This is an optimization exercise on Yosys and OpenROAD, whose aim is small area, a short achievable clock period and few clock cycles, not a production implementation.
At most, simulation tests tie the RTL to the original design; equivalence was not proved.
No activity file was given, so power comes from the tool's default toggle rates.

== run Z ==
// fgc_segmenter
module fgc_segmenter (
    input  wire        clk,
    input  wire        rst,           
    input  wire        start,
    input  wire [31:0] fw_len,
    input  wire [31:0] cursor_in,
    input  wire [31:0] req_in,
    input  wire [31:0] rewind_in,
    input  wire [31:0] maxpkt,
    input  wire [7:0]  version,
    input  wire        use_chk,
    output wire        busy,
    output wire        fw_rd,
    output wire [23:0] fw_addr,
    input  wire [7:0]  fw_rdata,
    output wire        out_valid,
    output wire [7:0]  out_data,
    input  wire        out_ready,
    output reg         done,
    output wire [1:0]  result,
    output wire [3:0]  errcode,
    output wire [31:0] res_cursor,
    output wire [31:0] res_frames,
    output wire [31:0] out_len
);
Size: ~1800 cells after synthesis, roughly 200 flip-flops, about 320 I/O pins.
export LEC_CHECK = 0
export CAP_MARGIN = 20
export CORE_MARGIN = 2
export CORE_UTILIZATION = 40
export SLEW_MARGIN = 20
create_clock -name core_clock -period 12.0 [get_ports {clk}]
standard.sh (not shown) runs the stock make flow with config.mk's settings and CLKGATE_MAP_FILE= SYNTH_SCRIPT=/design/flow/synth_recipe.tcl, a recipe that flattens the netlist after the stock synthesis.
==> flow/flow/run.sh <==
#!/bin/bash
# Standard ORFS layout (the standard.sh, standard synthesis unchanged),
# with repair_timing asked for extra setup slack so it optimises the
# achieved period, not just the 12 ns constraint, and ports buffered with
# plain buffers. The SDC is unchanged.
set -euo pipefail
export SETUP_SLACK_MARGIN=8.2
export BUFFER_PORTS_ARGS="-buffer_cell sky130_fd_sc_hd__buf_1"
bash standard.sh synth > synth.log 2>&1
bash standard.sh > layout.log 2>&1
Testbench counts of run Z, summed over its fixed seeds: cycles 220,699.
Input-level comparison between run P and run Z:
-- flow/flow/run.sh --
<<< run Z, line 5
# plain buffers. The SDC is unchanged.
set -euo pipefail
export SETUP_SLACK_MARGIN=8.2
export BUFFER_PORTS_ARGS="-buffer_cell sky130_fd_sc_hd__buf_1"
bash standard.sh synth > synth.log 2>&1
>>> run P, line 5
# plain buffers. The SDC is unchanged.
set -euo pipefail
export SETUP_SLACK_MARGIN=8.25
export BUFFER_PORTS_ARGS="-buffer_cell sky130_fd_sc_hd__buf_1"
bash standard.sh synth > synth.log 2>&1
Results
- Delta (run P minus run Z): non-clock buffer count went up about 1.2%; sequential cell area share did not really move.
- Compared with run Z, in run P worst clock skew about even; area growth from synthesis to final layout climbed 0.83 points; average routed wire per standard cell comparable.
- Of the two candidates, run Z has the worse final worst-path setup slack and run P the better one.
- Across both runs, critical-path maximum fanout was higher for run P than for run Z.
- The total length of routed wires on run Z is in line with that on run P.
- Diff run Z..run P | number of standard cells in the final layout excluding fillers | negligible
- From run Z to run P, number of top-level pins did not move at all.

========
Setup of the baseline:
Starting RTL as in the previous note.
==> flow/config.mk <==
export PLATFORM = sky130hd
export DESIGN_NAME = fgc_segmenter
export DESIGN_NICKNAME = fgc_segmenter
export VERILOG_FILES = /design/flow/design.v
export SDC_FILE = /design/flow/constraint.sdc
export NUM_CORES = 4
export LEC_CHECK = 0
export CAP_MARGIN = 20
export CORE_MARGIN = 2
export CORE_UTILIZATION = 50
export PLACE_DENSITY = 0.75
export SLEW_MARGIN = 20
==> flow/constraint.sdc <==
create_clock -name core_clock -period 12.0 [get_ports {clk}]
set_input_delay 2.4000 -clock core_clock [delete_from_list [all_inputs] [get_ports {clk}]]
set_output_delay 2.4000 -clock core_clock [all_outputs]
set_load 0.01 [all_outputs]
==> flow/flow/run.sh <==
#!/bin/bash
# Standard ORFS layout (the standard.sh, standard synthesis unchanged),
# with repair_timing asked for extra setup slack so it optimises the
# achieved period, not just the 12 ns constraint, and ports buffered with
# plain buffers. The SDC is unchanged.
set -euo pipefail
export SETUP_SLACK_MARGIN=8.3
export BUFFER_PORTS_ARGS="-buffer_cell sky130_fd_sc_hd__buf_1"
bash standard.sh synth > synth.log 2>&1
bash standard.sh > layout.log 2>&1
Testbench counts of the baseline, summed over its fixed seeds: cycles 220,699.
Modified inputs, the candidate compared to the baseline
- swapping 50 for 40 in CORE_UTILIZATION
- putting CTS_BUF_LIST at sky130_fd_sc_hd__clkbuf_8 sky130_fd_sc_hd__clkbuf_16 where nothing was set
- clearing PLACE_DENSITY, which used to be 0.75
[summary]
- The candidate closes out successfully: all stages finished, all timing, DRC and antenna checks passed.
- On number of standard cells in the final layout excluding fillers: between the candidate and the baseline, it ends up lower for the baseline.
- Sort the candidate and the baseline by fraction of power consumed by sequential logic desc -> top: the baseline
- Comparing the candidate and the baseline, the higher final critical-path required period is on the baseline.

========
## job 7324
Another version of the RTL of fgc_segmenter (not shown whole).
Size: ~320 I/O pins, roughly 15000 um^2 of cells after synthesis.
// fgc_segmenter
module fgc_segmenter (
    input  wire        clk,
    input  wire        rst,           
    input  wire        start,
    input  wire [31:0] fw_len,
    input  wire [31:0] cursor_in,
    input  wire [31:0] req_in,
    input  wire [31:0] rewind_in,
    input  wire [31:0] maxpkt,
    input  wire [7:0]  version,
    input  wire        use_chk,
    output wire        busy,
    output wire        fw_rd,
    output wire [23:0] fw_addr,
    input  wire [7:0]  fw_rdata,
    output wire        out_valid,
    output wire [7:0]  out_data,
    input  wire        out_ready,
    output reg         done,
    output wire [1:0]  result,
    output wire [3:0]  errcode,
    output wire [31:0] res_cursor,
    output wire [31:0] res_frames,
    output wire [31:0] out_len
);
    localparam [3:0] P_IDLE = 4'd0,
                     P_S1   = 4'd1,    
                     P_S1B  = 4'd2,    
                     P_S2   = 4'd3,    
                     P_S3   = 4'd4,    
                     P_S3B  = 4'd5,    
                     P_S4   = 4'd6,    
                     P_S5   = 4'd7,    
                     P_S5B  = 4'd13,   
                     P_S6   = 4'd14,   
                     P_F    = 4'd8,    
                     P_H    = 4'd9,    
                     P_D    = 4'd10,   
                     P_C    = 4'd11,   
                     P_E    = 4'd12;   
  ...
clock: 12.0 ns
lec_check: 0
cap_margin: 20
core_margin: 2
core_utilization: 40
slew_margin: 20
==> flow/flow/run.sh <==
#!/bin/bash
# Standard ORFS layout (the standard.sh, standard synthesis unchanged),
# with repair_timing asked for extra setup slack so it optimises the
# achieved period, not just the 12 ns constraint. The SDC is unchanged.
set -euo pipefail
export SETUP_SLACK_MARGIN=8.0
bash standard.sh synth > synth.log 2>&1
bash standard.sh > layout.log 2>&1
Testbench counts of job 7324, summed over its fixed seeds: cycles 221,019.
For job 4357, these inputs were changed with respect to job 7324:
-- flow/flow/run.sh --
<<< job 7324, line 4
# achieved period, not just the 12 ns constraint. The SDC is unchanged.
>>> job 4357, line 4
# achieved period, not just the 12 ns constraint, and ports buffered with
# plain buffers. The SDC is unchanged.
<<< job 7324, line 6
export SETUP_SLACK_MARGIN=8.0
>>> job 4357, line 7
export SETUP_SLACK_MARGIN=8.3
export BUFFER_PORTS_ARGS="-buffer_cell sky130_fd_sc_hd__buf_1"
--- outcome ---
The final layout from job 4357, which completed every stage, passed the timing, design-rule and antenna checks at the end of the flow.
Overall power, job 4357 vs job 7324: down by a few percent
Job 4357 does worse than job 7324 on net switching power figure.
In the flow results for job 4357 and job 7324, the internal power is smaller on job 4357.
In the flow results for job 4357 and job 7324, the flip-flop and latch share of the layout cell area is larger on job 4357.
Comparing job 4357 against job 7324, there is no change at all in xor/xnor share of the synthesized area.
Sequential standard cell area was higher in job 7324 than in job 4357.
Data arrival time at the worst-slack endpoint (job 4357 over job 7324): increase, 2.51 ns
Compound-gate portion of the synthesized area: job 7324 vs job 4357, no meaningful difference
Via count ends up higher on job 4357.
Count of plain and timing-repair buffers: job 4357 > job 7324
[inputs] job 6225 vs job 4357
-- flow/flow/run.sh --
<<< job 4357, line 4
# achieved period, not just the 12 ns constraint, and ports buffered with
# plain buffers. The SDC is unchanged.
>>> job 6225, line 4
# achieved period, not just the 12 ns constraint. The SDC is unchanged.
<<< job 4357, line 8
export BUFFER_PORTS_ARGS="-buffer_cell sky130_fd_sc_hd__buf_1"
>>> job 6225, line 7
Notes after the runs:
- Job 6225 against job 4357: area of the multi-input gates now sits higher; area of all placed cells without fillers rose by 12%; clock network latency to the later pin of the worst-skew pair was more or less identical.
- Share of final layout cell area taken by non-clock buffers: job 6225 vs job 4357 up 8.3 points
### job 6225 -> job 1318
-- flow/flow/run.sh --
<<< job 6225, line 4
# achieved period, not just the 12 ns constraint. The SDC is unchanged.
>>> job 1318, line 4
# achieved period, not just the 12 ns constraint, and ports buffered with
# plain buffers. The SDC is unchanged.
<<< job 6225, line 7
>>> job 1318, line 8
export BUFFER_PORTS_ARGS="-buffer_cell sky130_fd_sc_hd__buf_2"
[summary]
Part of the Yosys area used for sequential elements: job 6225 vs job 1318 identical. Job 1318 vs. job 6225: number of well taps held, static power due to leakage has decreased, pre-CTS setup slack now sits higher, non-clock buffer instance count of the final layout now smaller, via count has decreased.

========
v20:
fgc_segmenter with an RTL version that a note above also has.
Size: about 1800 cells after synthesis, ~200 flip-flops, about 320 I/O pins.
clock: 12.0 ns
lec_check: 0
cap_margin: 20
core_margin: 2
core_utilization: 40
slew_margin: 20
==> flow/flow/run.sh <==
#!/bin/bash
# Standard ORFS layout (the standard.sh, standard synthesis unchanged),
# with repair_timing asked for extra setup slack so it optimises the
# achieved period, not just the 12 ns constraint, and ports buffered with
# plain buffers. The SDC is unchanged.
set -euo pipefail
export SETUP_SLACK_MARGIN=8.4
export BUFFER_PORTS_ARGS="-buffer_cell sky130_fd_sc_hd__buf_1"
bash standard.sh synth > synth.log 2>&1
bash standard.sh > layout.log 2>&1
v20: done, clean on timing, DRC and antenna
Testbench counts of v20, summed over its fixed seeds: cycles 220,699.
Input changes introduced in v27 (baseline for comparison: v20):
diff --git a/flow/flow/run.sh b/flow/flow/run.sh
--- a/flow/flow/run.sh
+++ b/flow/flow/run.sh
@@ -7 +7 @@
-export SETUP_SLACK_MARGIN=8.4
+export SETUP_SLACK_MARGIN=8.3
## What came out
- v27 against v20: fraction of power consumed by the clock network went up by 1.8 points, overall routed net length has increased, hold slack lower, ratio of final minimum period to clock period went down.
- Via count of the routed design down 192 in v27 wrt v20
- On v27: final total power is about 2% higher than what v20 gave.
- Final area (v27 over v20): decrease, about 1.2%
- The worst setup timing slack at the placement stage of v27 is higher than that of v20.
- Between v20 and v27, the difference in transition time of the tightest slew-check pin is negligible.
- Going from v20 to v27, the via count of the first global-routing pass was found to have gone down by about 0.8%.

========
fgc_segmenter, a different RTL version from the one above (not shown whole).
Size: roughly 200 flip-flops, roughly 320 I/O pins, about 0.015 sq mm of cells after synthesis.
## fgc_segmenter
module fgc_segmenter (
    input  wire        clk,
    input  wire        rst,           
    input  wire        start,
    input  wire [31:0] fw_len,
    input  wire [31:0] cursor_in,
    input  wire [31:0] req_in,
    input  wire [31:0] rewind_in,
    input  wire [31:0] maxpkt,
    input  wire [7:0]  version,
    input  wire        use_chk,
    output wire        busy,
    output wire        fw_rd,
    output wire [23:0] fw_addr,
    input  wire [7:0]  fw_rdata,
    output wire        out_valid,
    output wire [7:0]  out_data,
    input  wire        out_ready,
    output reg         done,
    output wire [1:0]  result,
    output wire [3:0]  errcode,
    output wire [31:0] res_cursor,
    output wire [31:0] res_frames,
    output wire [31:0] out_len
);
Settings: LEC_CHECK=0, CAP_MARGIN=20, CORE_MARGIN=2, CORE_UTILIZATION=40, SLEW_MARGIN=20; clock period 12.0 ns.
==> flow/flow/run.sh <==
#!/bin/bash
# Standard ORFS layout (the standard.sh, standard synthesis unchanged),
# with repair_timing asked for extra setup slack so it optimises the
# achieved period, not just the 12 ns constraint. The SDC is unchanged.
set -euo pipefail
export SETUP_SLACK_MARGIN=8.5
bash standard.sh synth > synth.log 2>&1
bash standard.sh > layout.log 2>&1
The starting point produced a clean layout.
Rerun with:
--- a/flow/flow/run.sh
+++ b/flow/flow/run.sh
@@ -5,3 +5,3 @@
 set -euo pipefail
-export SETUP_SLACK_MARGIN=8.5
+export SETUP_SLACK_MARGIN=8.0
 bash standard.sh synth > synth.log 2>&1
Register-to-register slack loses 160 ps.
Area after synthesis is unchanged.
Via count decreases by about 3%.
Cell area decreases by 7.8%.
Sequential share of layout area increases by 1.3 points.
Clock power increases by about 6%.
Worst setup slack loses 160 ps.
No functional check of the RTL was part of any run of this note.

========
Another version of the RTL of fgc_segmenter (not shown whole).
Size: about 15000 um2 of cells after synthesis.
## fgc_segmenter
module fgc_segmenter (
    input  wire        clk,
    input  wire        rst,           
    input  wire        start,
    input  wire [31:0] fw_len,
    input  wire [31:0] cursor_in,
    input  wire [31:0] req_in,
    input  wire [31:0] rewind_in,
    input  wire [31:0] maxpkt,
    input  wire [7:0]  version,
    input  wire        use_chk,
    output wire        busy,
    output wire        fw_rd,
    output wire [23:0] fw_addr,
    input  wire [7:0]  fw_rdata,
    output wire        out_valid,
    output wire [7:0]  out_data,
    input  wire        out_ready,
    output reg         done,
    output wire [1:0]  result,
    output wire [3:0]  errcode,
    output wire [31:0] res_cursor,
    output wire [31:0] res_frames,
    output wire [31:0] out_len
);
clock: 12.0 ns
lec_check: 0
cap_margin: 20
core_margin: 2
core_utilization: 40
slew_margin: 20
==> flow/flow/run.sh <==
#!/bin/bash
# Standard ORFS layout (the standard.sh, standard synthesis unchanged),
# with repair_timing asked for extra setup slack so it optimises the
# achieved period, not just the 12 ns constraint, and ports buffered with
# plain buffers. The SDC is unchanged.
set -euo pipefail
export SETUP_SLACK_MARGIN=8.7
export BUFFER_PORTS_ARGS="-buffer_cell sky130_fd_sc_hd__buf_1"
bash standard.sh synth > synth.log 2>&1
bash standard.sh > layout.log 2>&1
Change:
--- a/flow/flow/run.sh
+++ b/flow/flow/run.sh
@@ -7,2 +7,2 @@
-export SETUP_SLACK_MARGIN=8.7
-export BUFFER_PORTS_ARGS="-buffer_cell sky130_fd_sc_hd__buf_1"
+export SETUP_SLACK_MARGIN=8.3
+export BUFFER_PORTS_ARGS="-buffer_cell sky130_fd_sc_hd__buf_2"
Wire length is lower slightly; total power is lower by about a fifth; clock skew is lower by 0.0079 ns; first-iteration DRC count is lower by a little under a tenth; worst setup slack loses 0.18 ns; hold slack loses 0.0050 ns; synthesized area does not change.
Change:
--- a/flow/flow/run.sh
+++ b/flow/flow/run.sh
@@ -8 +8 @@
-export BUFFER_PORTS_ARGS="-buffer_cell sky130_fd_sc_hd__buf_2"
+export BUFFER_PORTS_ARGS="-buffer_cell sky130_fd_sc_hd__buf_1"
CTS_CLUSTER_DIAMETER = 300   (was unset)
CTS_CLUSTER_SIZE = 100   (was unset)
=> Utilization drops by 1.1 points; area after synthesis does not change; worst hold slack gets better by 0.0050 ns.
No functional check of the RTL was part of any run of this note.

========
fgc_segmenter, a different RTL version from the one above (not shown whole).
For scale: ~320 I/O pins, about 15000 um^2 of cells after synthesis.
Settings: LEC_CHECK=0, CAP_MARGIN=20, CORE_MARGIN=2, CORE_UTILIZATION=40, SLEW_MARGIN=20; clock period 12.0 ns.
==> flow/flow/run.sh <==
#!/bin/bash
# Standard ORFS layout (the standard.sh, standard synthesis unchanged),
# with repair_timing asked for extra setup slack so it optimises the
# achieved period, not just the 12 ns constraint, and ports buffered with
# plain buffers. The SDC is unchanged.
set -euo pipefail
export SETUP_SLACK_MARGIN=8.3
export TNS_END_PERCENT=10
export BUFFER_PORTS_ARGS="-buffer_cell sky130_fd_sc_hd__buf_1"
bash standard.sh synth > synth.log 2>&1
bash standard.sh > layout.log 2>&1
Then changed:
--- a/flow/flow/run.sh
+++ b/flow/flow/run.sh
@@ -7,3 +7,2 @@
 export SETUP_SLACK_MARGIN=8.3
-export TNS_END_PERCENT=10
 export BUFFER_PORTS_ARGS="-buffer_cell sky130_fd_sc_hd__buf_1"
Cell area goes up slightly.
Die area stays the same.
Routed wire length goes up slightly.
Sequential cell count is unchanged.
Fmax goes up slightly.
Setup slack improved by 53 ps.
Critical path depth stays the same.
Combinational power goes up by a few percent.
Count of clock-buffer cells in the layout goes up by 1.
Total power goes up by a few percent.
Synthesized area is unchanged.
No run of this note included a check of the RTL's function; only the layout flow was run.

==> port drivers added, routing unchanged <==
The results above use ideal ports. As a check the final layouts listed here were re-extracted and re-timed, cells and wires unchanged.
Step 1 sets driving cells, clkbuf_16 on the clock port and buf_2 on the other inputs (assumed; they add their load-dependent delay and slew).
Step 2 also shifts input and output timing later by t, the mid clock arrival at the registers, as if the neighbouring blocks saw the same clock.
Three values: no drivers, after step 1, after step 2; two values: the first two.
| run | t, ns | slack for setup (ns) | latest minus earliest clock arrival (ns) | worst register clock-pin slew, ns |
|---|---|---|---|---|
| run Z | 0.518 | 8.234 / 8.178 / 7.781 | 0.016 / 0.016 | 0.09 / 0.09 |
| run P | 0.522 | 8.269 / 8.214 / 7.781 | 0.018 / 0.019 | 0.09 / 0.09 |
| the baseline | 0.515 | 8.280 / 8.258 / 7.784 | 0.017 / 0.018 | 0.08 / 0.08 |
| the candidate | 0.522 | 8.305 / 8.250 / 7.799 | 0.014 / 0.014 | 0.09 / 0.09 |
| job 7324 | 0.520 | 8.031 / 7.975 / 7.565 | 0.015 / 0.015 | 0.08 / 0.08 |
| job 4357 | 0.516 | 8.321 / 8.269 / 7.821 | 0.013 / 0.012 | 0.08 / 0.08 |
| job 6225 | 0.519 | 8.329 / 8.277 / 7.846 | 0.012 / 0.012 | 0.08 / 0.08 |
| job 1318 | 0.512 | 8.311 / 8.262 / 7.830 | 0.017 / 0.017 | 0.08 / 0.08 |
| v20 | 0.519 | 8.285 / 8.303 / 7.784 | 0.019 / 0.020 | 0.09 / 0.09 |
| v27 | 0.520 | 8.303 / 8.253 / 7.799 | 0.014 / 0.013 | 0.09 / 0.09 |
| the first run of note 5 | 0.528 | 7.998 / 7.998 / 7.991 | 0.015 / 0.015 | 0.09 / 0.09 |
| the second run of note 5 | 0.518 | 7.841 / 7.841 / 7.600 | 0.012 / 0.013 | 0.08 / 0.08 |
| the first run of note 6 | 0.520 | 8.477 / 8.472 / 8.083 | 0.021 / 0.021 | 0.09 / 0.09 |
| the second run of note 6 | 0.513 | 8.302 / 8.243 / 7.821 | 0.014 / 0.014 | 0.08 / 0.08 |
| the third run of note 6 | 0.514 | 8.359 / 8.307 / 7.860 | 0.017 / 0.016 | 0.09 / 0.09 |
| the first run of note 7 | 0.512 | 8.277 / 8.221 / 7.860 | 0.015 / 0.015 | 0.08 / 0.08 |
| the second run of note 7 | 0.516 | 8.330 / 8.272 / 8.047 | 0.016 / 0.016 | 0.08 / 0.08 |
After both steps setup and hold are still met in every run listed. For the candidate, which loses most, drivers alone change the setup slack by -0.055 ns; drivers and shift together by -0.506 ns.
